Source: an optimization exercise on an open RTL-to-GDS flow (aim: small area). Production flows keep margins and buffers that such runs may drop.
Where RTL was checked, it was by simulation tests only, not by an equivalence proof against the original.
For run 4, only the layout was checked, not whether the RTL still works.
No activity file was given, so power comes from the tool's default toggle rates.

==> design.v <==
module ivt_remote_core (
  input  wire        clk,
  input  wire        rst,           
  input  wire        req_valid,
  output wire        req_ready,
  input  wire [31:0] req_word,
  output wire        resp_valid,
  output wire [31:0] resp_stat,
  output wire [31:0] resp_result,
  input  wire [9:0]  pk_addr,
  output wire [7:0]  pk_data
);
  localparam [3:0] OP_REV    = 4'h1;
  localparam [3:0] OP_ENCT   = 4'h2;
  localparam [3:0] OP_ENCF   = 4'h3;
  localparam [3:0] OP_ENCP   = 4'h4;
  localparam [3:0] OP_ENCI   = 4'h5;
  localparam [3:0] OP_PCLR   = 4'h6;
  localparam [3:0] OP_PXOR   = 4'h7;
  localparam [3:0] OP_PFOLD  = 4'h8;
  localparam [3:0] OP_BUILD  = 4'h9;
  localparam [3:0] OP_ENCODE = 4'hA;
  localparam [3:0] OP_SEND   = 4'hB;
  localparam [3:0] OP_FWR    = 4'hC;
  localparam [3:0] OP_FRD    = 4'hD;
  localparam [3:0] OP_PRD    = 4'hE;
  localparam [3:0] C_NONE         = 4'h0;
  localparam [3:0] C_PWR_MISSING  = 4'h1;
  localparam [3:0] C_PWR_CONFLICT = 4'h2;
  localparam [3:0] C_TEMP_MISSING = 4'h3;
  localparam [3:0] C_TEMP_RANGE   = 4'h4;
  localparam [3:0] C_FAN_MISSING  = 4'h5;
  localparam [3:0] C_FAN_UNRECOG  = 4'h6;
  localparam [3:0] C_REV_WIDTH    = 4'h8;
  localparam [3:0] C_INDEX_RANGE  = 4'h9;
  localparam [3:0] C_UNWRITTEN    = 4'hA;
  localparam [3:0] C_RSVD         = 4'hB;
  localparam [3:0] C_ILLEGAL_OP   = 4'hC;
  reg  [3:0]   cnt;         
  reg  [7:0]   fd [0:12];   
  reg  [12:0]  fv;          
  reg  [7:0]   pd [0:12];   
  reg          pv;
  reg  [7:0]   pacc;
  reg  [3:0]   cause;       
  reg          serr;
  reg  [7:0]   res;         
  reg          res_p;       
  reg          pend;        
  reg          cpy;         
  reg          armed;       
  wire [3:0] cnt_nx = (cnt == 4'd12) ? 4'd0 : cnt + 4'd1;   
  wire [12:0] fv_log;
  genvar gb;
  generate
    for (gb = 0; gb < 13; gb = gb + 1) begin : g_fv
      assign fv_log[gb] = fv[12 - gb];    
    end
  endgenerate
  assign resp_valid  = pend & ~cpy & (cnt == 4'd12);
  assign resp_stat   = {12'd0, serr, fv_log, pv, cause, |cause};
  assign resp_result = {20'd0,
                        res_p & res[4], res_p & ~res[7],
                        res_p & (res[4] | res[3]), res_p & ~res[4],
                        res};
  wire [3:0] pk_q  = pk_addr[9:6];
  wire [4:0] pk_df = {1'b0, cnt} - {1'b0, pk_q};
  wire [3:0] pk_s  = pk_df[4] ? pk_df[3:0] + 4'd13 : pk_df[3:0];
  wire [7:0] pk_grp = pd[pk_s];
  wire       pk_bit = pk_grp[pk_addr[5:3]];
  wire       pk_j0  = (pk_addr[9:2] == 8'd0);
  wire       pk_j1  = (pk_addr[9:2] == 8'd1);
  wire       pk_hi  = pk_addr[2] & (pk_addr[9:3] != 7'd0) & pk_bit;   
  reg  [7:0] pk_b0, pk_b1;
  always @* begin
    if (pk_j0)      begin pk_b0 = 8'h10; pk_b1 = 8'h0E; end
    else if (pk_j1) begin pk_b0 = 8'h08; pk_b1 = 8'h07; end
    else if (pk_hi) begin pk_b0 = 8'h46; pk_b1 = 8'h05; end
    else            begin pk_b0 = 8'hC2; pk_b1 = 8'h01; end
  end
  assign pk_data = pk_addr[1] ? 8'h00 : (pk_addr[0] ? pk_b1 : pk_b0);
  wire [31:0] w       = req_word;
  wire [3:0]  op      = w[31:28];
  wire [1:0]  pwr_sel = w[27:26];
  wire        ion     = w[25];
  wire [2:0]  fan_sel = w[24:22];
  wire        temp_v  = w[21];
  wire [7:0]  temp    = w[7:0];
  wire [3:0]  k_cnt   = w[11:8];
  wire [3:0]  idx     = w[11:8];
  wire [7:0]  pidx    = w[7:0];
  reg [31:0] rsvd_mask;
  always @* begin
    case (op)
      OP_REV, OP_FWR:                          rsvd_mask = 32'h0FFFF000;
      OP_ENCT, OP_ENCF, OP_ENCP, OP_ENCI,
      OP_BUILD, OP_SEND:                       rsvd_mask = 32'h001FFF00;
      OP_PCLR, OP_PFOLD, OP_ENCODE:            rsvd_mask = 32'h0FFFFFFF;
      OP_PXOR, OP_PRD:                         rsvd_mask = 32'h0FFFFF00;
      OP_FRD:                                  rsvd_mask = 32'h0FFFF0FF;
      default:                                 rsvd_mask = 32'h00000000;
    endcase
  end
  wire illegal_op = (op == 4'h0) || (op == 4'hF);
  wire rsvd_bad   = |(w & rsvd_mask);
  wire signed [7:0] t_s      = temp;
  wire              sentinel = (temp == 8'd10);
  wire              temp_ok  = sentinel || (t_s >= 8'sd18 && t_s <= 8'sd32);
  wire [3:0]        t_off    = sentinel ? 4'd0 : (temp[3:0] - 4'd1);
  wire [3:0]        temp_code = {t_off[0], t_off[1], t_off[2], t_off[3]};
  reg [2:0] fan_code;
  always @* begin
    case (fan_sel)
      3'b001:  fan_code = 3'd2;
      3'b010:  fan_code = 3'd6;
      3'b011:  fan_code = 3'd5;
      3'b100:  fan_code = 3'd7;
      default: fan_code = 3'd0;
    endcase
  end
  wire       fan_missing = (fan_sel == 3'b000);
  wire       fan_unrecog = (fan_sel >= 3'b101);
  wire [7:0] fan_byte    = {4'h8, fan_code, 1'b0};
  wire       power_on   = (pwr_sel == 2'b10);
  wire [7:0] power_byte = power_on ? 8'h88 : 8'h84;
  wire [7:0] ion_byte   = ion ? 8'h2F : 8'h0F;
  wire [7:0] b4 = power_on ? {temp_code, 4'h0} : 8'h00;
  wire [7:0] b6 = power_on ? fan_byte : 8'h80;
  wire [7:0] bacc = 8'h55 ^ 8'h5A ^ 8'hF3 ^ 8'h08 ^ b4 ^ power_byte ^ b6 ^
                    8'h18 ^ 8'h10 ^ 8'h01 ^ 8'h00 ^ ion_byte;
  wire [7:0] b12 = {4'h8, bacc[3:0] ^ bacc[7:4]};
  reg [7:0] build_byte;     
  always @* begin
    case (cnt_nx)
      4'd0:    build_byte = 8'h55;
      4'd1:    build_byte = 8'h5A;
      4'd2:    build_byte = 8'hF3;
      4'd3:    build_byte = 8'h08;
      4'd4:    build_byte = b4;
      4'd5:    build_byte = power_byte;
      4'd6:    build_byte = b6;
      4'd7:    build_byte = 8'h18;
      4'd8:    build_byte = 8'h10;
      4'd9:    build_byte = 8'h01;
      4'd10:   build_byte = 8'h00;
      4'd11:   build_byte = ion_byte;
      default: build_byte = b12;
    endcase
  end
  reg [3:0] build_cause;
  always @* begin
    if (pwr_sel == 2'b00)                  build_cause = C_PWR_MISSING;
    else if (pwr_sel == 2'b11)             build_cause = C_PWR_CONFLICT;
    else if (power_on && !temp_v)          build_cause = C_TEMP_MISSING;
    else if (power_on && !temp_ok)         build_cause = C_TEMP_RANGE;
    else if (power_on && fan_missing)      build_cause = C_FAN_MISSING;
    else if (power_on && fan_unrecog)      build_cause = C_FAN_UNRECOG;
    else                                   build_cause = C_NONE;
  end
  wire [7:0] pr_grp = pd[12];
  wire       pr_bit = pr_grp[pidx[3:1]];
  reg  [7:0] prd_lo;
  always @* begin
    if (pidx == 8'd0)                              prd_lo = 8'h10;
    else if (pidx == 8'd1)                         prd_lo = 8'h08;
    else if (pidx[0] && pidx[7:1] != 7'd0 && pr_bit) prd_lo = 8'h46;
    else                                           prd_lo = 8'hC2;
  end
  wire [3:0] cnt_nx2 = (cnt_nx == 4'd12) ? 4'd0 : cnt_nx + 4'd1;
  wire       armed_nx = armed | (cnt == 4'd12);
  wire [3:0] pr_q   = pidx[7:4];
  wire       pr_hit = (cnt_nx2 == pr_q) || (pr_q == 4'd13 && cnt_nx2 == 4'd0);
  wire       tap_hit = (cnt_nx2 == idx);
  wire fv_all  = &fv;
  reg [3:0] x_cause;
  reg [7:0] x_res;
  reg       x_res_p;
  reg       x_hold;        
  always @* begin
    x_cause = C_NONE;
    x_res   = 8'd0;
    x_res_p = 1'b0;
    x_hold  = 1'b0;
    if (illegal_op) begin
      x_cause = C_ILLEGAL_OP;
    end else if (rsvd_bad) begin
      x_cause = C_RSVD;
    end else begin
      case (op)
        OP_REV: begin
          if (k_cnt > 4'd8) x_cause = C_REV_WIDTH;
          else begin
            x_hold = 1'b1;
          end
        end
        OP_ENCT: begin
          if (!temp_ok) x_cause = C_TEMP_RANGE;
          else          x_res = {4'd0, temp_code};
        end
        OP_ENCF: begin
          if (fan_missing)      x_cause = C_FAN_MISSING;
          else if (fan_unrecog) x_cause = C_FAN_UNRECOG;
          else                  x_res = fan_byte;
        end
        OP_ENCP: begin
          if (pwr_sel == 2'b00)      x_cause = C_PWR_MISSING;
          else if (pwr_sel == 2'b11) x_cause = C_PWR_CONFLICT;
          else                       x_res = power_byte;
        end
        OP_ENCI:  x_res = ion_byte;
        OP_PCLR:  x_res = 8'd0;
        OP_PXOR:  x_res = pacc ^ w[7:0];
        OP_PFOLD: x_res = {4'd0, pacc[3:0] ^ pacc[7:4]};
        OP_BUILD: begin
          if (build_cause != C_NONE) x_cause = build_cause;
          else begin
            x_res = b12;
          end
        end
        OP_ENCODE: begin
          if (!fv_all) x_cause = C_UNWRITTEN;
          else begin
            x_res = 8'd211;
          end
        end
        OP_SEND: begin
          if (build_cause != C_NONE) x_cause = build_cause;
          else begin
            x_res = 8'd211;
          end
        end
        OP_FWR: begin
          if (idx > 4'd12) x_cause = C_INDEX_RANGE;
          else             ;
        end
        OP_FRD: begin
          if (idx > 4'd12)   x_cause = C_INDEX_RANGE;
          else begin
            if (!fv[12])     x_cause = C_UNWRITTEN;
            else             x_res = fd[12];
          end
        end
        OP_PRD: begin
          if (pidx > 8'd210) x_cause = C_INDEX_RANGE;
          else if (!pv)      x_cause = C_UNWRITTEN;
          else begin
            x_res   = prd_lo;
            x_res_p = 1'b1;
          end
        end
        default: x_cause = C_ILLEGAL_OP;
      endcase
    end
  end
  reg go_nx;
  always @* begin
    go_nx = 1'b1;
    if (!illegal_op && !rsvd_bad) begin
      case (op)
        OP_REV:    if (k_cnt <= 4'd8) go_nx = armed_nx && (cnt_nx == k_cnt);
        OP_BUILD,
        OP_SEND:   if (build_cause == C_NONE) go_nx = armed_nx && (cnt_nx == 4'd11);
        OP_ENCODE: if (fv_all) go_nx = (cnt_nx == 4'd11);
        OP_FWR,
        OP_FRD:    if (idx <= 4'd12) go_nx = tap_hit;
        OP_PRD:    if (pidx <= 8'd210 && pv) go_nx = pr_hit;
        default:   ;
      endcase
    end
  end
  reg  rdy;
  wire waiting = req_valid & ~pend;
  assign req_ready = rdy;
  wire accept  = req_valid & rdy;
  wire ok      = (x_cause == C_NONE);
  wire is_build = (op == OP_BUILD) || (op == OP_SEND);
  wire is_enc   = (op == OP_ENCODE) || (op == OP_SEND);
  wire wr_build = waiting && !illegal_op && !rsvd_bad && is_build &&
                  build_cause == C_NONE;
  wire wr_fwr   = accept && ok && op == OP_FWR;
  always @(posedge clk) begin
    if (rst) begin
      cnt   <= 4'd0;
      rdy   <= 1'b0;
      pend  <= 1'b0;
      cpy   <= 1'b0;
      armed <= 1'b0;
      pv    <= 1'b0;
      pacc  <= 8'h00;
      cause <= C_NONE;
      serr  <= 1'b0;
    end else begin
      cnt <= cnt_nx;
      rdy <= waiting & ~accept & go_nx;
      if (accept) begin
        pend  <= 1'b1;
        armed <= 1'b0;
        cause <= x_cause;
        if (!ok) serr <= 1'b1;
        if (ok && is_enc) begin
          cpy <= 1'b1;
          pv  <= 1'b1;
        end
        if (ok && op == OP_PCLR) pacc <= 8'h00;
        if (ok && op == OP_PXOR) pacc <= pacc ^ w[7:0];
      end else begin
        if (resp_valid) pend <= 1'b0;
        if (cpy && cnt == 4'd11) cpy <= 1'b0;
        if (waiting && cnt == 4'd12) armed <= 1'b1;
      end
    end
  end
  always @(posedge clk) begin
    if (accept) begin
      if (!x_hold) begin
        res   <= ok ? x_res : 8'd0;
        res_p <= ok & x_res_p;
      end else
        res_p <= 1'b0;
    end else if (waiting && x_hold) begin
      if (cnt == 4'd12)
        res <= 8'd0;
      else if (armed && cnt < k_cnt)
        res <= {res[6:0], w[cnt[2:0]]};
    end
  end
  wire [7:0] f_in = wr_fwr ? w[7:0] : wr_build ? build_byte : fd[12];
  wire       v_in = wr_fwr | wr_build | fv[12];
  wire [7:0] p_in = cpy ? {fd[12][1], fd[12][2], fd[12][3], fd[12][4],
                           fd[12][5], fd[12][6], fd[12][7], fd[0][0]}
                        : pd[12];
  integer s;
  always @(posedge clk) begin
    fd[0] <= f_in;
    pd[0] <= p_in;
    for (s = 1; s < 13; s = s + 1) begin
      fd[s] <= fd[s-1];
      pd[s] <= pd[s-1];
    end
  end
  always @(posedge clk) begin
    if (rst) fv <= 13'd0;
    else     fv <= {fv[11:0], v_in};
  end
endmodule
==> run.sh <==
#!/bin/bash
# synth_recipe.tcl (not shown) runs the flow's synth.tcl, then flattens the netlist and writes it again
# the make line also repeats each setting of config.mk as NAME=value (left out here)
make -C /OpenROAD-flow-scripts/flow DESIGN_CONFIG=/design/flow/config.mk WORK_HOME=/design/flow/orfs CLKGATE_MAP_FILE= SYNTH_SCRIPT=/design/flow/synth_recipe.tcl finish
==> config.mk <==
export PLATFORM = sky130hd
export DESIGN_NAME = ivt_remote_core
export DESIGN_NICKNAME = ivt_remote_core
export VERILOG_FILES = /design/flow/design.v
export SDC_FILE = /design/flow/constraint.sdc
export NUM_CORES = 4
export LEC_CHECK = 0
export ABC_AREA = 1
export CAP_MARGIN = 20
export CORE_MARGIN = 2
export CORE_UTILIZATION = 40
export SLEW_MARGIN = 20
==> constraint.sdc <==
create_clock -name core_clock -period 10.0 [get_ports {clk}]
set_input_delay 2.0000 -clock core_clock [delete_from_list [all_inputs] [get_ports {clk}]]
set_output_delay 2.0000 -clock core_clock [all_outputs]
set_load 0.01 [all_outputs]
==> key figures, run 1 <==
Timing
  – Max Freq: 119 MHz
  – Worst Slack Setup Final: roughly 1.6 ns
  – Setup TNS: 0 ns
  – # setup viols final: 0
  – Worst slew pin tran: 0.923 ns
  – Fin crit period: 8.39 ns
  – Fin Clk Skew: just over 0.02 ns
  – RSZ-0062 raised after global routing: no
  – Final Max Tran Viols: 0
  – Max-slew headroom: 37.9%
  – Tcrit/Tclk final: 83.9%
  – Fin. Hold Viols: 0

Critical path
  – Crit path top cell by count: nand2_1
  – Startpoint types: input pin
  – WP data arrival: between 6 and 7 ns
  – Critical path capture point type: output port
  – Worst Path Required: 8.00 ns
  – Critical path's slowest cell: clkinv_1
  – Crit-path max FO: 19
  – Largest stage delay, worst path: 0.55 ns
  – Crit Path Class: input pin to output port
  – CP startpoint: pk_addr[6]
  – Reg2reg start: cnt[0]
  – Crit-path cells: clkdlybuf4s50_1 > ha_1 > inv_1 > fa_1 > inv_1 > nor2_1 > nor2_2 > nand3_1 > nand2_1 > clkinv_1 > nand4_1 > nand3_1 > nor2_1 > nand2_1 > o21bai_1 > nand2_1 > nand2_1 > nand3_1 > nand3_1 > nand2_1 > nor2_1 > clkdlybuf4s50_1
  – Reg2reg setup slack: 6.91 ns
  – Critical path's top delay family: simple AND/OR/NAND/NOR gates
  – WP buf/inv: 5

Global routing
  – Total gr overflow: 0
  – Largest net degree at the start of global routing: 26
  – Initial antenna violation count: 0
  – First-pass GRT wire length: 43,200 um
  – Gr usage total: 20.7%
  – Vias in the first global route: just over 8,000

Clocking
  – Root Driver: clkbuf_16
  – Resize count post-CTS: 0
  – CTS tree: yes
  – Clk sink count: between 200 and 300
  – Setup bufs post-CTS: 0
  – CTS Hold Bufs: 0
  – CTS H-tree depth: 1
  – TritonCTS buffer count: 26
  – Worst-path clk slew: 0.07 ns
  – Worst skew pair latency: ~0.54 ns
  – Clock Path Buffers: 3

Pwr
  – Power Total: 2320 uW
  – Pwr per Cell Area: 192 nW/um^2
  – Static Leak: 0.00535 uW
  – Peak supply drop: about 0.00012 V

Synthesis
  – Async SR Flop Fraction: 0%
  – YS warnings: 3
  – Yosys top cell area share: a little under half
  – Syn_area_per_cell: 8.05 sq um
  – Post-Syn Instances: 1,262
  – Post-synth EDFFs: 9
  – Synth Flop Type: dfxtp_1
  – Seq/Total Area, Yosys: 50.5%
  – Synth area leader: dfxtp_1
  – Synth Register Bits: 252
  – Post-Syn Area: 10,200 sq um
  – Top area cells in the synthesized netlist: dfxtp_1, nand2_1, inv_1, nor2_1, nand3_1
  – Library cells used by synthesis: 55

Cells and area
  – Layout overhead on the synthesized area: 19.0%
  – Commonest non-fill, non-tap cell in the layout: nand2_1
  – Layout net count: 1,431
  – Final Non-Filler Cells: between 1,500 and 2,000
  – Fillers: 2,486
  – Most frequent cells in the layout: nand2_1, dfxtp_1, inv_1
  – Share of post-route cells with drive strength above 1: 7.03%
  – Ant. Diodes: 0
  – Design area: around 12,000 sq um

Floorplan
  – Core area: between 20,000 and 30,000 sq um
  – Die width: 163 um
  – FP Rows: 58
  – Ports: 119
  – Die height: between 150 and 200 um
  – Initial Util: 40.6%
  – Die footprint: roughly 27,000 sq um

Placed design
  – DP Cell Count: 1,663
  – Dpl cell area: 11,200 sq um
  – GPL Wtd Cong: 0.925
  – PortBufs: 85
  – Final HPWL DP: 21,400 um
  – DP Worst Slack: ~1.6 ns

Detailed routing
  – Final ANT Viol Nets: 0
  – Routed wire length per instance: 16.2 um
  – Iteration-0 DRC Markers: approximately 450
  – Vias per cell: 4.92
  – # DRC: 0
  – Drt total wl: between 20,000 and 30,000 um
  – Router iterations before antenna repair: 5
  – Via count: 8,410

Worst hold path
  – Worst Hold Launch: fd[1][7]
  – Hold Path Class: register to register

Run status
  – Status: complete, no violations

Job
  – Max cap viols: 0
## worst paths after layout
| kind | endpoint | cells past startpoint |
|---|---|---|
| hold / removal | fd[2][7] | 0 |
| setup / recovery | pk_data[7] | 22 |
| hold reg to reg | fd[2][7] | 0 |
| setup reg to reg | rdy | 15 |
## state kept, by name, indices dropped and copies added (netlist names)
register  cells
fd          104
pd          104
fv           13
pacc          8
res           8
cause         4
cnt           4
armed         1
cpy           1
pend          1
pv            1
rdy           1
res_p         1
serr          1
## per-layer routing
metal / global-route usage, % / part of all wire (%) / wire, um
met1: 26.6 / 44 / 12300
met2: 35.0 / 47 / 12900
met3: 3.61 / 5.4 / 1500
met4: 7.64 / 3.7 / 1020
met5: 0 / 0 / 0
## Yosys cell counts, drive strengths merged (5+ instances only)
| library cell | count |
|---|---|
| a211oi | 6 |
| a21oi | 35 |
| buf | 41 |
| clkbuf | 7 |
| dfxtp | 243 |
| edfxtp | 9 |
| ha | 24 |
| inv | 161 |
| nand2 | 301 |
| nand3 | 74 |
| nand4 | 41 |
| nor2 | 158 |
| nor3 | 22 |
| o2111ai | 5 |
| o211ai | 7 |
| o21ai | 60 |
| o21bai | 5 |
| o22ai | 5 |
| xor2 | 12 |
## metrics by stage
step / hold slack (ns) / utilization (%)
2_1_floorplan: 0.310 / -
3_5_place_dp: 0.312 / 44.8
4_1_cts: 0.323 / 48.3
6_report: 0.320 / 48.3
3_3_place_gp: 0.311 / 44.8
5_1_grt: 0.327 / 48.3
## report_power, final
group | total [uW] | internal [uW] | switching [uW]
clock network | 959 | 563 | 396
logic | 345 | 112 | 233
registers | 1020 | 1010 | 4.21
total | 2320 | 1690 | 633
## worst register-to-register path, stage by stage (launching register included)
cell and delay [ns]:
dfxtp_1 0.50, inv_1 0.26, ha_1 0.28, nand3_1 0.17, nand2_1 0.25, nor2_1 0.42, nand2_1 0.20, o21ai_0 0.27
o22ai_1 0.12, a21oi_1 0.15, nand3_1 0.08, nand2_1 0.06, nand2_1 0.05, o211ai_1 0.11, nand2_1 0.07, inv_1 0.05
## cell families (layout without fill, tap and decap cells)
kind of cell             after synthesis  count (layout)  synth area share [%]
multiplexers                           4               4                 0.443
buffers and inverters                213             299                  9.38
adder cells (fa/ha/maj)               25              25                  3.15
AO/OA/AOI/OAI                        142             142                  8.78
flip-flops                           252             252                  50.5
AND/OR/NAND/NOR                      609             609                  26.3
other                                  1              33                0.0369
XOR/XNOR                              16              16                  1.38
## layout make-up
class | instances | area (sq um) | area share (%)
Sequential cell | 252 | 5130 | 42.5
Multi-Input combinational cell | 829 | 4190 | 34.7
Timing Repair Buffer | 87 | 866 | 7.16
Clock buffer | 34 | 721 | 5.96
Inverter | 165 | 619 | 5.12
Tap cell | 330 | 413 | 3.42
Clock inverter | 13 | 143 | 1.18
==> run 2: changes to the inputs <==
--- a/config.mk
+++ b/config.mk
@@ -9,4 +9,5 @@
 export CAP_MARGIN = 20
 export CORE_MARGIN = 2
 export CORE_UTILIZATION = 40
+export CTS_BUF_LIST = sky130_fd_sc_hd__clkbuf_8
 export SLEW_MARGIN = 20
==> run 2 against run 1 <==
Against the previous run: sequential share of layout area increased by 0.079 points; non-clock buffer count did not move; still clean; hold slack better by 0.00090 ns; cell count is 1.5% higher; first-iteration DRC count grew 14%; cell area decreased by 0.19%.
==> key figures, run 2 <==
Synthesis
  – YS warnings: 3 (unchanged)
  – Syn_area_per_cell: 8.05 sq um (unchanged)
  – Synth area leader: dfxtp_1
  – Library cells used by synthesis: 55 (unchanged)
  – Synth Register Bits: 252 (unchanged)
  – Post-synthesis mux area share: 0.443% (unchanged)
  – Async SR Flop Fraction: 0% (unchanged)
  – Seq/Total Area, Yosys: 50.5% (unchanged)
  – Post-synthesis compound-gate area fraction: 8.78% (unchanged)
  – Synth Flop Type: dfxtp_1
  – Post-synth top cells: nand2_1, dfxtp_1, inv_1, nor2_1, nand3_1
  – Main combinational cell family by area after synthesis: simple AND/OR/NAND/NOR gates
  – Count leader, synth: nand2_1
  – Yosys top cell area share: 47.9% (unchanged)
  – Post-synthesis adder-cell area fraction: 3.15% (unchanged)
  – Simple logic cell fraction of the synthesized area: 26.3% (unchanged)
  – Post-Syn Area: 10,200 sq um (unchanged)
  – Post-Syn Instances: 1,262 (unchanged)
  – Top area cells in the synthesized netlist: dfxtp_1, nand2_1, inv_1, nor2_1, nand3_1
  – Post-synth EDFFs: 9 (unchanged)
  – Post-Synth XOR/XNOR Area: 1.38% (unchanged)

Timing
  – Fin. Hold Viols: 0 (unchanged)
  – Worst slew pin tran: 0.919 ns (-0.00483 ns)
  – Fin crit period: 8.38 ns (-0.00613 ns)
  – Setup TNS: 0 ns (unchanged)
  – Max Freq: 119 MHz (about the same)
  – Max-slew headroom: 38.2% (+0.32 points)
  – WHS: 0.321 ns (+0.000899 ns)
  – # setup viols final: 0 (unchanged)
  – Fin Clk Skew: 0.0250 ns (+0.00477 ns)
  – Tcrit/Tclk final: 83.8% (about the same)
  – RSZ-0062 raised after global routing: no
  – Final Max Tran Viols: 0 (unchanged)

Detailed routing
  – Routed wire length per instance: 16.0 um (-0.88%)
  – Via count: 8,442 (+0.38%)
  – Iteration-0 DRC Markers: 511 (+14%)
  – Router iterations before antenna repair: 6 (+1)
  – Final ANT Viol Nets: 0 (unchanged)
  – # DRC: 0 (unchanged)
  – Drt total wl: 27,800 um (+0.63%)
  – Vias per cell: 4.86 (-1.1%)

Global routing
  – Largest net degree at the start of global routing: 26 (unchanged)
  – Total gr overflow: 0 (unchanged)
  – Initial antenna violation count: 0 (unchanged)
  – First-pass GRT wire length: 43,600 um (+1.0%)
  – Vias in the first global route: 8,207 (+1.8%)
  – Gr usage total: 21.0% (+0.26 points)

Clocking
  – Resize count post-CTS: 0 (unchanged)
  – CTS H-tree depth: 2 (+1)
  – Worst skew pair latency: 0.56 ns (+0.02 ns)
  – TritonCTS buffer count: 41 (+58%)
  – CTS tree: yes
  – Root Driver: clkbuf_8
  – Worst-path clk slew: 0.06 ns (about the same)
  – CTS Hold Bufs: 0 (unchanged)
  – Clk sink count: 252 (unchanged)
  – Setup bufs post-CTS: 0 (unchanged)
  – Clock Path Buffers: 3 (unchanged)

Pwr
  – Pwr per Cell Area: 188 nW/um^2 (-2.3%)
  – Internal power: 1620 uW (-4.3%)
  – Sequential share of power: 44.9% (+1.1 points)
  – Clock network power share: 39.8% (-1.5 points)
  – Comb pwr share: 15.2% (+0.3 points)
  – Sw Pwr: 649 uW (+2.4%)
  – Static Leak: 0.00541 uW (+1.1%)
  – Peak supply drop: 0.000123 V (+3.4%)
  – Net Sw Frac: 28.7% (+1.4 points)

Critical path
  – WP data arrival: 6.38 ns (about the same)
  – Critical path capture point type: output port
  – Crit-path max FO: 19 (unchanged)
  – Worst Path Required: 8.00 ns (about the same)
  – Startpoint types: input pin
  – Crit Path Class: input pin to output port

Cells and area
  – Fillers: 2,485 (-0.040%)
  – Layout overhead on the synthesized area: 18.8%
  – Share of post-route cells with drive strength above 1: 8.25% (+1.2 points)
  – Top flop regs: fd x104, pd x104, fv x13
  – Multi-input logic area: 4190 sq um (unchanged)
  – Commonest non-fill, non-tap cell in the layout: nand2_1
  – Ant. Diodes: 0 (unchanged)
  – Layout net count: 1,446 (+1.0%)
  – Sequential cell area: 5130 sq um (unchanged)
  – Most frequent cells in the layout: nand2_1, dfxtp_1, inv_1

Run status
  – Status: complete, no violations

Floorplan
  – FP Rows: 58 (unchanged)
  – Ports: 119 (unchanged)
  – Core area: 25,000 sq um (unchanged)
  – Die width: 163 um (unchanged)
  – Initial Util: 40.6% (unchanged)
  – Die footprint: 26,700 sq um (unchanged)
  – Die height: 163 um (unchanged)

Placed design
  – GPL Wtd Cong: 0.925 (unchanged)
  – PortBufs: 85 (unchanged)
  – Final HPWL DP: 21,400 um (unchanged)

Job
  – Max cap viols: 0 (unchanged)

Worst hold path
  – Hold Path Class: register to register
-- run 2: layout make-up --
cell class	instances	area share, %
repair buffers	87	7.17
clock inverters	26	1.61
inverters	165	5.13
clock buffers	47	5.36
flip-flops and latches	252	42.6
well taps	330	3.42
multi-input cells	829	34.8
-- run 2: kinds of logic (layout without fill, tap and decap cells) --
kind of cell	after synthesis	in the layout
and+or+nand+nor	609	609
buffers and inverters	213	325
adders and majority gates	25	25
AOI/OAI and AO/OA	142	142
muxes	4	4
other	1	33
xor gates and xnor gates	16	16
DFF	252	252
-- run 2: worst paths after layout --
check	from	endpoint	slack, ns	depth (start not counted)
worst min-delay path	fd[9][1]	fd[10][1]	0.32	0
worst min register to register	fd[9][1]	fd[10][1]	0.32	0
worst max register to register	cnt[1]	rdy	6.90	15
worst max-delay path	pk_addr[6]	pk_data[7]	1.62	22
-- run 2: worst max-delay path: stages --
cell and delay [ns]:
clkdlybuf4s50_1 0.49, ha_1 0.14, inv_1 0.06, fa_1 0.42, inv_1 0.11, nor2_1 0.06, nor2_2 0.21, nand3_1 0.11
nand2_1 0.33, clkinv_1 0.56, nand4_1 0.42, nand3_1 0.11, nor3_1 0.18, nand2_1 0.09, nand2_1 0.06, nand3_1 0.09
nand3_1 0.09, nand2_1 0.05, nand3_1 0.13, nand2_1 0.07, nor2_1 0.08, clkdlybuf4s50_1 0.54
-- run 2: power by group through the flow --
stage	registers, uW	logic (uW)	clock network [uW]
2_1_floorplan	1040	250	0
3_3_place_gp	1040	340	0
3_5_place_dp	1040	341	0
4_1_cts	1020	342	923
5_1_grt	1020	389	975
6_report	1020	345	902
-- run 2: layer usage --
metal / vias up / share of wire [%] / global-route usage [%]
met3: 55 / 6.5 / 4.44
met1: 3855 / 44 / 26.6
met2: 291 / 47 / 35.2
met5: - / 0 / 0
li1: 4241 / - / -
met4: 0 / 2.7 / 7.60
-- run 2: through the flow --
step           power (uW)  utilization (%)  cell area, sq um  worst slack (ns)  cells
6_report             2260             48.2             12100              1.62   1736
5_1_grt              2380             48.2             12100              1.12   1736
4_1_cts              2280             48.2             12100              1.64   1736
3_5_place_dp         1380             44.8             11200              1.64   1663
3_3_place_gp         1380             44.8             11200              1.74   1663
2_1_floorplan        1290                -             10300              3.58   1294
==> run 3: changes to the inputs <==
--- a/config.mk
+++ b/config.mk
@@ -9,5 +9,5 @@
 export CAP_MARGIN = 20
 export CORE_MARGIN = 2
 export CORE_UTILIZATION = 40
-export CTS_BUF_LIST = sky130_fd_sc_hd__clkbuf_8
+export CTS_BUF_LIST = sky130_fd_sc_hd__clkbuf_4
 export SLEW_MARGIN = 20
==> run 3 against run 2 <==
Against the previous run: critical endpoint unchanged; worst setup slack improved by 0.021 ns; still clean; cell area down 0.40%; area after synthesis unchanged; combinational power hardly changed; sequential share of layout area increased by 0.17 points; hold slack lost 0.036 ns; non-clock buffer count unchanged; count of clock-buffer cells in the layout up 40; first-iteration DRC count fell by 14%; maximum frequency up 0.25%.
==> key figures, run 3 <==
Clocking
  – TritonCTS buffer count: 61 (+49%)
  – Worst skew pair latency: 0.71 ns (+0.15 ns)
  – Clock Path Buffers: 3 (unchanged)
  – CTS Hold Bufs: 0 (unchanged)
  – Setup bufs post-CTS: 0 (unchanged)
  – Clk sink count: 252 (unchanged)
  – Worst-path clk slew: 0.06 ns (about the same)
  – CTS H-tree depth: 2 (unchanged)
  – Resize count post-CTS: 0 (unchanged)
  – Root Driver: clkbuf_4
  – CTS tree: yes

Cells and area
  – Most frequent cells in the layout: nand2_1, dfxtp_1, inv_1
  – Layout net count: 1,466 (+1.4%)
  – Layout overhead on the synthesized area: 18.3%
  – Share of post-route cells with drive strength above 1: 10.1% (+1.8 points)
  – Commonest non-fill, non-tap cell in the layout: nand2_1
  – Top flop regs: fd x104, pd x104, fv x13
  – Design area: 12,000 sq um (-0.40%)

Global routing
  – Vias in the first global route: 8,338 (+1.6%)
  – First-pass GRT wire length: 43,700 um (about the same)
  – Initial antenna violation count: 1 (+1)
  – Gr usage total: 21.0% (+0.028 points)
  – Total gr overflow: 0 (unchanged)
  – Largest net degree at the start of global routing: 26 (unchanged)

Worst hold path
  – Hold Path Class: register to register

Synthesis
  – Post-Syn Instances: 1,262 (unchanged)
  – Post-Syn Area: 10,200 sq um (unchanged)
  – Library cells used by synthesis: 55 (unchanged)
  – Post-synthesis compound-gate area fraction: 8.78% (unchanged)
  – Simple logic cell fraction of the synthesized area: 26.3% (unchanged)
  – Syn_area_per_cell: 8.05 sq um (unchanged)
  – Seq/Total Area, Yosys: 50.5% (unchanged)
  – Async SR Flop Fraction: 0% (unchanged)
  – Post-Synth XOR/XNOR Area: 1.38% (unchanged)
  – Count leader, synth: nand2_1
  – Post-synth EDFFs: 9 (unchanged)
  – Yosys top cell area share: 47.9% (unchanged)
  – Main combinational cell family by area after synthesis: simple AND/OR/NAND/NOR gates
  – Post-synth top cells: nand2_1, dfxtp_1, inv_1, nor2_1, nand3_1
  – Post-synthesis adder-cell area fraction: 3.15% (unchanged)
  – YS warnings: 3 (unchanged)
  – Synth Register Bits: 252 (unchanged)
  – Top area cells in the synthesized netlist: dfxtp_1, nand2_1, inv_1, nor2_1, nand3_1
  – Synth Flop Type: dfxtp_1
  – Post-synthesis mux area share: 0.443% (unchanged)
  – Synth area leader: dfxtp_1

Placed design
  – PortBufs: 85 (unchanged)
  – DP Worst Slack: 1.64 ns (unchanged)
  – Dpl cell area: 11,200 sq um (unchanged)
  – GPL Wtd Cong: 0.925 (unchanged)
  – Final HPWL DP: 21,400 um (unchanged)

Timing
  – # setup viols final: 0 (unchanged)
  – Setup TNS: 0 ns (unchanged)
  – Fin crit period: 8.36 ns (-0.0209 ns)
  – Worst slew pin tran: 0.898 ns (-0.0211 ns)
  – Final Max Tran Viols: 0 (unchanged)
  – RSZ-0062 raised after global routing: no
  – Max-slew headroom: 40.0% (+1.8 points)
  – Max Freq: 120 MHz (+0.25%)
  – Fin Clk Skew: 0.0531 ns (+0.0281 ns)
  – Fin. Hold Viols: 0 (unchanged)
  – Tcrit/Tclk final: 83.6% (-0.21 points)
  – Worst Slack Setup Final: 1.64 ns (+0.0209 ns)

Detailed routing
  – Routed wire length per instance: 15.8 um (-1.6%)
  – Router iterations before antenna repair: 8 (+2)
  – # DRC: 0 (unchanged)
  – Iteration-0 DRC Markers: 442 (-14%)
  – Vias per cell: 4.86 (about the same)
  – Drt total wl: 27,900 um (+0.33%)
  – Final ANT Viol Nets: 0 (unchanged)
  – Via count: 8,607 (+2.0%)

Floorplan
  – FP Rows: 58 (unchanged)
  – Die footprint: 26,700 sq um (unchanged)
  – Die height: 163 um (unchanged)
  – Die width: 163 um (unchanged)
  – Ports: 119 (unchanged)
  – Core area: 25,000 sq um (unchanged)
  – Initial Util: 40.6% (unchanged)

Critical path
  – Worst Path Required: 8.00 ns (about the same)
  – Startpoint types: input pin
  – Critical path capture point type: output port
  – Crit Path Class: input pin to output port
  – WP data arrival: 6.36 ns (-0.02 ns)
  – Crit-path max FO: 19 (unchanged)

Pwr
  – Static Leak: 0.00539 uW (-0.35%)
  – Peak supply drop: 0.000113 V (-8.2%)
  – Pwr per Cell Area: 184 nW/um^2 (-2.2%)
  – Power Total: 2210 uW (-2.6%)

Run status
  – Status: complete, no violations

Job
  – Max cap viols: 0 (unchanged)
-- run 3: cell types whose count changed in the layout (fill, tap and decap cells not counted) --
cell	delta
inv_4	-1
clkbuf_4	+87
inv_1	-11
clkbuf_8	-47
diode_2	+1
clkinv_2	-7
inv_12	-1
inv_6	-2
inv_8	+1
clkinv_4	-1
clkinv_1	+15
-- run 3: power breakdown --
part / internal [uW] / leakage (uW) / switching [uW]
Combinational: 112 / 0.00289 / 233
Clock: 451 / 0.000462 / 393
Sequential: 1010 / 0.00204 / 4.13
-- run 3: layout make-up --
| cell class | count | area (sq um) |
|---|---|---|
| Clock buffer | 87 | 653 |
| Fill cell | 2535 | 13000 |
| Sequential cell | 252 | 5130 |
| Tap cell | 330 | 413 |
| Inverter | 165 | 619 |
| Antenna cell | 1 | 2.50 |
| Clock inverter | 19 | 136 |
| Multi-Input combinational cell | 829 | 4190 |
| Timing Repair Buffer | 87 | 866 |
-- run 3: final timing paths --
kind         startpoint  cells past startpoint  slack [ns]         end
min           fd[11][5]                      0        0.28   fd[12][5]
max          pk_addr[6]                     22        1.64  pk_data[7]
min reg2reg   fd[11][5]                      0        0.28   fd[12][5]
max reg2reg      cnt[1]                     15        6.91         rdy
-- run 3: layer usage --
layer  up-vias  share of wire (%)  track usage, %
li1       4321                  -               -
met3        52                5.7            4.42
met1      3948                 44            26.4
met2       286                 47            34.9
met5         -                  0               0
met4         0                2.8            9.25
-- run 3: critical path: stages --
cell             delay (ns)
clkdlybuf4s50_1        0.49
ha_1                   0.14
inv_1                  0.06
fa_1                   0.42
inv_1                  0.11
nor2_1                 0.06
nor2_2                 0.21
nand3_1                0.11
nand2_1                0.33
clkinv_1               0.55
nand4_1                0.41
nand3_1                0.11
nor3_1                 0.19
nand2_1                0.09
nand2_1                0.06
nand3_1                0.09
nand3_1                0.09
nand2_1                0.05
nand3_1                0.13
nand2_1                0.07
nor2_1                 0.08
clkdlybuf4s50_1        0.54
-- run 3: per-stage QoR --
step                      util, %  hold slack [ns]  instances
after floorplan                 -            0.310       1294
after global placement       44.8            0.311       1663
after detailed placement     44.8            0.312       1663
after CTS                    48.0            0.284       1769
after global routing         48.0            0.316       1770
final                        48.0            0.285       1770
-- run 3: logic make-up (layout without fill, tap and decap cells) --
logic type                 Yosys count  count (layout)
xor gates and xnor gates            16              16
AOI/OAI and AO/OA                  142             142
buffers and inverters              213             358
and+or+nand+nor                    609             609
other                                1              34
adders and majority gates           25              25
muxes                                4               4
DFF                                252             252
==> run 4: changes to the inputs <==
--- a/design.v
+++ b/design.v
@@ -129,22 +129,36 @@
   wire [7:0] bacc = 8'h55 ^ 8'h5A ^ 8'hF3 ^ 8'h08 ^ b4 ^ power_byte ^ b6 ^
                     8'h18 ^ 8'h10 ^ 8'h01 ^ 8'h00 ^ ion_byte;
   wire [7:0] b12 = {4'h8, bacc[3:0] ^ bacc[7:4]};
-  reg [7:0] build_byte;     
+  wire is_enc_x = (op == OP_ENCT) || (op == OP_ENCF) || (op == OP_ENCP) ||
+                  (op == OP_ENCI);
+  reg  [3:0] bsel;
   always @* begin
-    case (cnt_nx)
-      4'd0:    build_byte = 8'h55;
-      4'd1:    build_byte = 8'h5A;
-      4'd2:    build_byte = 8'hF3;
-      4'd3:    build_byte = 8'h08;
-      4'd4:    build_byte = b4;
-      4'd5:    build_byte = power_byte;
-      4'd6:    build_byte = b6;
-      4'd7:    build_byte = 8'h18;
-      4'd8:    build_byte = 8'h10;
-      4'd9:    build_byte = 8'h01;
-      4'd10:   build_byte = 8'h00;
-      4'd11:   build_byte = ion_byte;
-      default: build_byte = b12;
+    case (op)
+      OP_ENCT: bsel = 4'd13;
+      OP_ENCF: bsel = 4'd14;
+      OP_ENCP: bsel = 4'd5;
+      OP_ENCI: bsel = 4'd11;
+      default: bsel = cnt_nx;     
+    endcase
+  end
+  reg [7:0] bb;
+  always @* begin
+    case (bsel)
+      4'd0:    bb = 8'h55;
+      4'd1:    bb = 8'h5A;
+      4'd2:    bb = 8'hF3;
+      4'd3:    bb = 8'h08;
+      4'd4:    bb = b4;
+      4'd5:    bb = power_byte;
+      4'd6:    bb = b6;
+      4'd7:    bb = 8'h18;
+      4'd8:    bb = 8'h10;
+      4'd9:    bb = 8'h01;
+      4'd10:   bb = 8'h00;
+      4'd11:   bb = ion_byte;
+      4'd12:   bb = b12;
+      4'd13:   bb = {4'd0, temp_code};
+      default: bb = fan_byte;
     endcase
   end
   reg [3:0] build_cause;
@@ -163,24 +177,25 @@
   always @* begin
     if (pidx == 8'd0)                              prd_lo = 8'h10;
     else if (pidx == 8'd1)                         prd_lo = 8'h08;
-    else if (pidx[0] && pidx[7:1] != 7'd0 && pr_bit) prd_lo = 8'h46;
+    else if (pidx[0] && pr_bit)                    prd_lo = 8'h46;
     else                                           prd_lo = 8'hC2;
   end
-  wire [3:0] cnt_nx2 = (cnt_nx == 4'd12) ? 4'd0 : cnt_nx + 4'd1;
-  wire       armed_nx = armed | (cnt == 4'd12);
-  wire [3:0] pr_q   = pidx[7:4];
-  wire       pr_hit = (cnt_nx2 == pr_q) || (pr_q == 4'd13 && cnt_nx2 == 4'd0);
-  wire       tap_hit = (cnt_nx2 == idx);
-  wire fv_all  = &fv;
+  wire fv_all = &fv;
   reg [3:0] x_cause;
   reg [7:0] x_res;
   reg       x_res_p;
   reg       x_hold;        
+  reg       x_now;
+  reg       x_arm;
+  reg [3:0] x_tap;
   always @* begin
     x_cause = C_NONE;
-    x_res   = 8'd0;
+    x_res   = bb;
     x_res_p = 1'b0;
     x_hold  = 1'b0;
+    x_now   = 1'b1;
+    x_arm   = 1'b0;
+    x_tap   = 4'd12;
     if (illegal_op) begin
       x_cause = C_ILLEGAL_OP;
     end else if (rsvd_bad) begin
@@ -189,53 +204,55 @@
       case (op)
         OP_REV: begin
           if (k_cnt > 4'd8) x_cause = C_REV_WIDTH;
+          else if (k_cnt == 4'd0) x_res = 8'd0;
           else begin
             x_hold = 1'b1;
+            x_now  = 1'b0;
+            x_arm  = 1'b1;
+            x_tap  = k_cnt;
           end
         end
-        OP_ENCT: begin
-          if (!temp_ok) x_cause = C_TEMP_RANGE;
-          else          x_res = {4'd0, temp_code};
-        end
+        OP_ENCT: if (!temp_ok) x_cause = C_TEMP_RANGE;
         OP_ENCF: begin
           if (fan_missing)      x_cause = C_FAN_MISSING;
           else if (fan_unrecog) x_cause = C_FAN_UNRECOG;
-          else                  x_res = fan_byte;
         end
         OP_ENCP: begin
           if (pwr_sel == 2'b00)      x_cause = C_PWR_MISSING;
           else if (pwr_sel == 2'b11) x_cause = C_PWR_CONFLICT;
-          else                       x_res = power_byte;
         end
-        OP_ENCI:  x_res = ion_byte;
+        OP_ENCI:  ;
         OP_PCLR:  x_res = 8'd0;
         OP_PXOR:  x_res = pacc ^ w[7:0];
         OP_PFOLD: x_res = {4'd0, pacc[3:0] ^ pacc[7:4]};
-        OP_BUILD: begin
+        OP_BUILD, OP_SEND: begin
           if (build_cause != C_NONE) x_cause = build_cause;
           else begin
-            x_res = b12;
+            x_now = 1'b0;
+            x_arm = 1'b1;
+            if (op == OP_SEND) x_res = 8'd211;
           end
         end
         OP_ENCODE: begin
           if (!fv_all) x_cause = C_UNWRITTEN;
           else begin
             x_res = 8'd211;
-          end
-        end
-        OP_SEND: begin
-          if (build_cause != C_NONE) x_cause = build_cause;
-          else begin
-            x_res = 8'd211;
+            x_now = 1'b0;
           end
         end
         OP_FWR: begin
           if (idx > 4'd12) x_cause = C_INDEX_RANGE;
-          else             ;
+          else begin
+            x_res = 8'd0;
+            x_now = 1'b0;
+            x_tap = idx;
+          end
         end
         OP_FRD: begin
           if (idx > 4'd12)   x_cause = C_INDEX_RANGE;
           else begin
+            x_now = 1'b0;
+            x_tap = idx;
             if (!fv[12])     x_cause = C_UNWRITTEN;
             else             x_res = fd[12];
           end
@@ -246,28 +263,24 @@
           else begin
             x_res   = prd_lo;
             x_res_p = 1'b1;
+            x_now   = 1'b0;
+            x_tap   = (pidx[7:4] == 4'd13) ? 4'd0 : pidx[7:4];
           end
         end
         default: x_cause = C_ILLEGAL_OP;
       endcase
     end
   end
-  reg go_nx;
+  reg [3:0] cnt_nx2;
   always @* begin
-    go_nx = 1'b1;
-    if (!illegal_op && !rsvd_bad) begin
-      case (op)
-        OP_REV:    if (k_cnt <= 4'd8) go_nx = armed_nx && (cnt_nx == k_cnt);
-        OP_BUILD,
-        OP_SEND:   if (build_cause == C_NONE) go_nx = armed_nx && (cnt_nx == 4'd11);
-        OP_ENCODE: if (fv_all) go_nx = (cnt_nx == 4'd11);
-        OP_FWR,
-        OP_FRD:    if (idx <= 4'd12) go_nx = tap_hit;
-        OP_PRD:    if (pidx <= 8'd210 && pv) go_nx = pr_hit;
-        default:   ;
-      endcase
-    end
+    case (cnt)
+      4'd11:   cnt_nx2 = 4'd0;
+      4'd12:   cnt_nx2 = 4'd1;
+      default: cnt_nx2 = cnt + 4'd2;
+    endcase
   end
+  wire go_nx = x_now ||
+               ((armed || cnt == 4'd12 || !x_arm) && cnt_nx2 == x_tap);
   reg  rdy;
   wire waiting = req_valid & ~pend;
   assign req_ready = rdy;
@@ -312,19 +325,12 @@
   end
   always @(posedge clk) begin
     if (accept) begin
-      if (!x_hold) begin
-        res   <= ok ? x_res : 8'd0;
-        res_p <= ok & x_res_p;
-      end else
-        res_p <= 1'b0;
-    end else if (waiting && x_hold) begin
-      if (cnt == 4'd12)
-        res <= 8'd0;
-      else if (armed && cnt < k_cnt)
-        res <= {res[6:0], w[cnt[2:0]]};
-    end
+      if (!x_hold) res <= ok ? x_res : 8'd0;
+      res_p <= ok & x_res_p;
+    end else if (waiting)
+      res <= {(cnt_nx == 4'd0) ? 7'd0 : res[6:0], w[cnt_nx[2:0]]};
   end
-  wire [7:0] f_in = wr_fwr ? w[7:0] : wr_build ? build_byte : fd[12];
+  wire [7:0] f_in = wr_fwr ? w[7:0] : wr_build ? bb : fd[12];
   wire       v_in = wr_fwr | wr_build | fv[12];
   wire [7:0] p_in = cpy ? {fd[12][1], fd[12][2], fd[12][3], fd[12][4],
                            fd[12][5], fd[12][6], fd[12][7], fd[0][0]}
==> flow/run.sh (new file) <==
#!/bin/bash
# Own layout flow: the standard flow (standard.sh) with three changes in
# how the layout is made:
#  - synthesis maps the logic with an area-oriented ABC script
#    (flow/abc_area.script, used in place of ORFS's abc_area.script; the
#    rest of the synthesis, and so every register and its name, is the
#    standard one);
#  - port buffering uses the smallest buffer cell (every port still gets
#    its buffer);
#  - clock tree synthesis uses the options in flow/cts_args.txt.
# Each step's full output goes to a log file in this folder (synth.log,
# layout.log); ORFS's own per-step logs stay under orfs/logs/.
set -euo pipefail
W=$(pwd)

rm -rf "$W/scripts_area"
cp -r "$FLOW_HOME/scripts" "$W/scripts_area"
cp "$W/flow/abc_area.script" "$W/scripts_area/abc_area.script"

SCRIPTS_DIR="$W/scripts_area" bash "$W/standard.sh" synth > "$W/synth.log" 2>&1

export BUFFER_PORTS_ARGS="-buffer_cell sky130_fd_sc_hd__buf_1"
if [[ -s "$W/flow/cts_args.txt" ]]; then
  export CTS_ARGS="$(cat "$W/flow/cts_args.txt")"
fi
bash "$W/standard.sh" > "$W/layout.log" 2>&1
==> flow/abc_area.script (new file) <==
strash
&get -n
&st
&b
&dch
&nf -R 1000 -p -F 8 -A 4 -a
&put
==> flow/cts_args.txt (new file) <==
-sink_clustering_enable -repair_clock_nets -dont_use_dummy_load
==> standard.sh (new file) <==
#!/bin/bash
# synth_recipe.tcl (not shown) runs the flow's synth.tcl, then flattens the netlist and writes it again
# the make line also repeats each setting of config.mk as NAME=value (left out here)
make -C /OpenROAD-flow-scripts/flow DESIGN_CONFIG=/design/flow/config.mk WORK_HOME=/design/flow/orfs CLKGATE_MAP_FILE= SYNTH_SCRIPT=/design/flow/synth_recipe.tcl "${@:-finish}"
--- a/config.mk
+++ b/config.mk
@@ -9,5 +9,4 @@
 export CAP_MARGIN = 20
 export CORE_MARGIN = 2
 export CORE_UTILIZATION = 40
-export CTS_BUF_LIST = sky130_fd_sc_hd__clkbuf_4
 export SLEW_MARGIN = 20
removed: run.sh
==> run 4 against run 3 <==
Against the previous run: first-iteration DRC count up 72%; critical endpoint unchanged; global-route usage is 2.6 points lower; critical path type unchanged; largest power group unchanged; count of clock-buffer cells in the layout decreased by 63; largest cell class unchanged.
==> key figures, run 4 <==
Timing
  – Fin. Hold Viols: 0 (unchanged)
  – Fin Clk Skew: 0.0421 ns (-0.0110 ns)
  – # setup viols final: 0 (unchanged)
  – Setup TNS: 0 ns (unchanged)
  – Tcrit/Tclk final: 82.7% (-0.90 points)
  – Fin crit period: 8.27 ns (-0.0902 ns)
  – Max Freq: 121 MHz (+1.1%)
  – Final Max Tran Viols: 0 (unchanged)
  – Worst slew pin tran: 1.08 ns (+0.182 ns)
  – RSZ-0062 raised after global routing: no
  – Max-slew headroom: 27.5% (-12 points)

Cells and area
  – Top flop regs: fd x104, pd x104, fv x13
  – Fillers: 2,125 (-16%)
  – Most frequent cells in the layout: dfxtp_1, nor2_1, buf_1
  – Share of post-route cells with drive strength above 1: 3.72% (-6.4 points)
  – Layout net count: 1,054 (-28%)
  – Layout overhead on the synthesized area: 13.3%
  – Ant. Diodes: 0 (-1)
  – Sequential cell area: 5130 sq um (unchanged)
  – Multi-input logic area: 3600 sq um (-14%)
  – Commonest non-fill, non-tap cell in the layout: dfxtp_1

Critical path
  – CP endpoint: pk_data[7]
  – CP startpoint: pk_addr[6]
  – Reg2reg start: cnt[1]
  – Reg2reg setup slack: 5.93 ns (-0.98 ns)
  – WP data arrival: 6.27 ns (-0.09 ns)
  – Startpoint types: input pin
  – Critical path capture point type: output port
  – Worst Path Required: 8.00 ns (about the same)
  – R2r endpoint: res[7]
  – Worst Reg-to-Reg Cells: 16 (+1)
  – Crit Path Class: input pin to output port
  – Crit-path max FO: 8 (-11)

Floorplan
  – Core area: 21,900 sq um (-13%)
  – Die width: 154 um (-6.0%)
  – FP Rows: 54 (-6.9%)
  – Die height: 154 um (-6.0%)
  – Die footprint: 23,600 sq um (-12%)
  – Ports: 119 (unchanged)
  – Initial Util: 40.9% (+0.32 points)

Clocking
  – Clk sink count: 252 (unchanged)
  – CTS Hold Bufs: 0 (unchanged)
  – Root Driver: clkbuf_16
  – Worst-path clk slew: 0.06 ns (about the same)
  – Worst skew pair latency: 0.52 ns (-0.19 ns)
  – Clock Path Buffers: 3 (unchanged)
  – CTS tree: yes
  – Setup bufs post-CTS: 0 (unchanged)
  – CTS H-tree depth: 1 (-1)
  – TritonCTS buffer count: 24 (-61%)
  – Resize count post-CTS: 0 (unchanged)

Synthesis
  – Library cells used by synthesis: 59 (+7.3%)
  – Simple logic cell fraction of the synthesized area: 16.9% (-9.4 points)
  – Top area cells in the synthesized netlist: dfxtp_1, nor2_1, edfxtp_1, nand2_1, buf_4
  – Yosys top cell area share: 54.3% (+6.4 points)
  – Post-synthesis compound-gate area fraction: 15.2% (+6.4 points)
  – Post-synthesis adder-cell area fraction: 1.90% (-1.3 points)
  – Main combinational cell family by area after synthesis: simple AND/OR/NAND/NOR gates
  – Post-Syn Instances: 881 (-30%)
  – Post-Syn Area: 8960 sq um (-12%)
  – Seq/Total Area, Yosys: 57.3% (+6.8 points)
  – Post-synth EDFFs: 9 (unchanged)
  – Synth area leader: dfxtp_1
  – Post-synth top cells: dfxtp_1, nor2_1, nand2_1, o21ai_0, a21oi_1
  – Async SR Flop Fraction: 0% (unchanged)
  – Synth Register Bits: 252 (unchanged)
  – Count leader, synth: dfxtp_1
  – Post-Synth XOR/XNOR Area: 2.54% (+1.2 points)
  – Synth Flop Type: dfxtp_1
  – Syn_area_per_cell: 10.2 sq um (+26%)
  – YS warnings: 3 (unchanged)
  – Post-synthesis mux area share: 2.24% (+1.8 points)

Global routing
  – Initial antenna violation count: 0 (-1)
  – Vias in the first global route: 6,393 (-23%)
  – Largest net degree at the start of global routing: 36 (+38%)
  – First-pass GRT wire length: 35,100 um (-20%)
  – Gr usage total: 18.4% (-2.6 points)
  – Total gr overflow: 0 (unchanged)

Placed design
  – PortBufs: 85 (unchanged)
  – Final HPWL DP: 16,500 um (-23%)
  – GPL Wtd Cong: 0.931 (+0.66%)

Detailed routing
  – Routed wire length per instance: 17.7 um (+12%)
  – # DRC: 0 (unchanged)
  – Vias per cell: 5.46 (+12%)
  – Drt total wl: 22,500 um (-19%)
  – Via count: 6,961 (-19%)
  – Iteration-0 DRC Markers: 760 (+72%)
  – Final ANT Viol Nets: 0 (unchanged)
  – Router iterations before antenna repair: 6 (-2)

Run status
  – Status: complete, no violations

Pwr
  – Peak supply drop: 0.000140 V (+23%)
  – Power Total: 2070 uW (-6.4%)
  – Pwr per Cell Area: 204 nW/um^2 (+11%)
  – Static Leak: 0.00371 uW (-31%)

Job
  – Max cap viols: 0 (unchanged)

Worst hold path
  – Hold Path Class: register to register
-- run 4: cell types whose count changed after synthesis, moves of 18 or more --
cell | previous run | this run
nand2_1 | 297 | 72
inv_1 | 155 | 0
nor2_1 | 142 | 94
nand3_1 | 69 | 35
nand4_1 | 41 | 10
nor2b_1 | 0 | 27
a222oi_1 | 0 | 21
clkinv_1 | 4 | 23
xnor2_1 | 4 | 23
a22oi_1 | 1 | 19
-- run 4: layout make-up --
class | instances | area share, %
clock buffers | 24 | 5.92
well taps | 280 | 3.45
flip-flops and latches | 252 | 50.6
multi-input cells | 603 | 35.5
repair buffers | 92 | 3.66
inverters | 23 | 0.851
-- run 4: worst max-delay path: stages --
cell and delay [ns]:
buf_1 0.11, ha_1 0.16, clkinv_1 0.09, fa_1 0.40, a21o_1 0.17, a21oi_1 0.32, mux2i_1 0.53, nand2b_1 0.23
nor3_1 0.87, a222oi_1 0.16, nand4_1 0.16, o22ai_1 0.12, o211ai_1 0.19, o21ai_0 0.10, o21ai_0 0.24, nand3_1 0.13
and3_1 0.19, buf_1 0.12
-- run 4: worst min path at each step --
stage	from	cells after the start	endpoint	slack (ns)
final	fd[4][3]	0	fd[5][3]	0.29
after global routing	fd[4][3]	0	fd[5][3]	0.30
after CTS	fd[4][3]	0	fd[5][3]	0.30
after detailed placement	fd[9][5]	0	fd[10][5]	0.31
after global placement	fd[2][6]	0	fd[3][6]	0.31
after floorplan	fd[9][0]	0	fd[10][0]	0.31
-- run 4: layer usage --
| layer | part of all wire (%) | track usage (%) |
|---|---|---|
| met1 | 44 | 26.0 |
| met2 | 45 | 29.5 |
| met3 | 8.4 | 3.07 |
| met4 | 2.3 | 5.02 |
| met5 | 0 | 0 |
-- run 4: kinds of logic after synthesis --
logic type               count (synthesis)
AO/OA/AOI/OAI                          201
XOR/XNOR                                26
buffers and inverters                   58
other                                    1
AND/OR/NAND/NOR                        316
flip-flops                             252
adder cells (fa/ha/maj)                 13
multiplexers                            14
-- run 4: power by group --
part | leakage, uW | switching (uW) | internal [uW] | total, uW
Sequential | 0.00205 | 7.40 | 1020 | 1030
Clock | 0.000296 | 327 | 420 | 747
Combinational | 0.00137 | 200 | 90.6 | 290
Total | 0.00371 | 534 | 1530 | 2070
-- run 4: stage by stage --
step | instance area [sq um] | hold slack, ns | std cells | utilization [%] | setup WS, ns
after floorplan | 9080 | 0.310 | 913 | - | 2.78
after global placement | 9530 | 0.310 | 1249 | 43.6 | 1.83
after detailed placement | 9530 | 0.312 | 1249 | 43.6 | 1.67
after CTS | 10100 | 0.296 | 1273 | 46.3 | 1.62
after global routing | 10100 | 0.297 | 1274 | 46.4 | 1.39
final | 10100 | 0.292 | 1274 | 46.4 | 1.73

[re-timing with driven ports]
No port has a modelled driver above. Below, the same layouts with a new extraction and two added sets of constraints.
Step 1 sets driving cells, clkbuf_16 on the clock port and buf_2 on the other inputs (assumed; they add their load-dependent delay and slew).
Step 2, shift: input delay + t, output delay - t, t = (earliest + latest rising clock arrival at the registers) / 2. This alone moves slack from input paths to output paths.
Three values: ideal ports, drivers, drivers and shift; two values: the first two.
run | t (ns) | setup WS [ns] | hold WS [ns] | pins driven straight from the clock port
run 1 | 0.581 | 1.610 / 1.580 / 1.580 | 0.320 / 0.320 / 0.320 | 1
run 2 | 0.591 | 1.616 / 1.584 / 1.584 | 0.321 / 0.321 / 0.321 | 1
run 3 | 0.726 | 1.637 / 1.606 / 1.606 | 0.285 / 0.285 / 0.285 | 1
run 4 | 0.540 | 1.727 / 1.692 / 1.692 | 0.292 / 0.292 / 0.292 | 1
After both steps setup and hold are still met in every run listed. The setup slack of run 4, which loses most, moves by -0.035 ns with the drivers and by -0.035 ns with both steps.
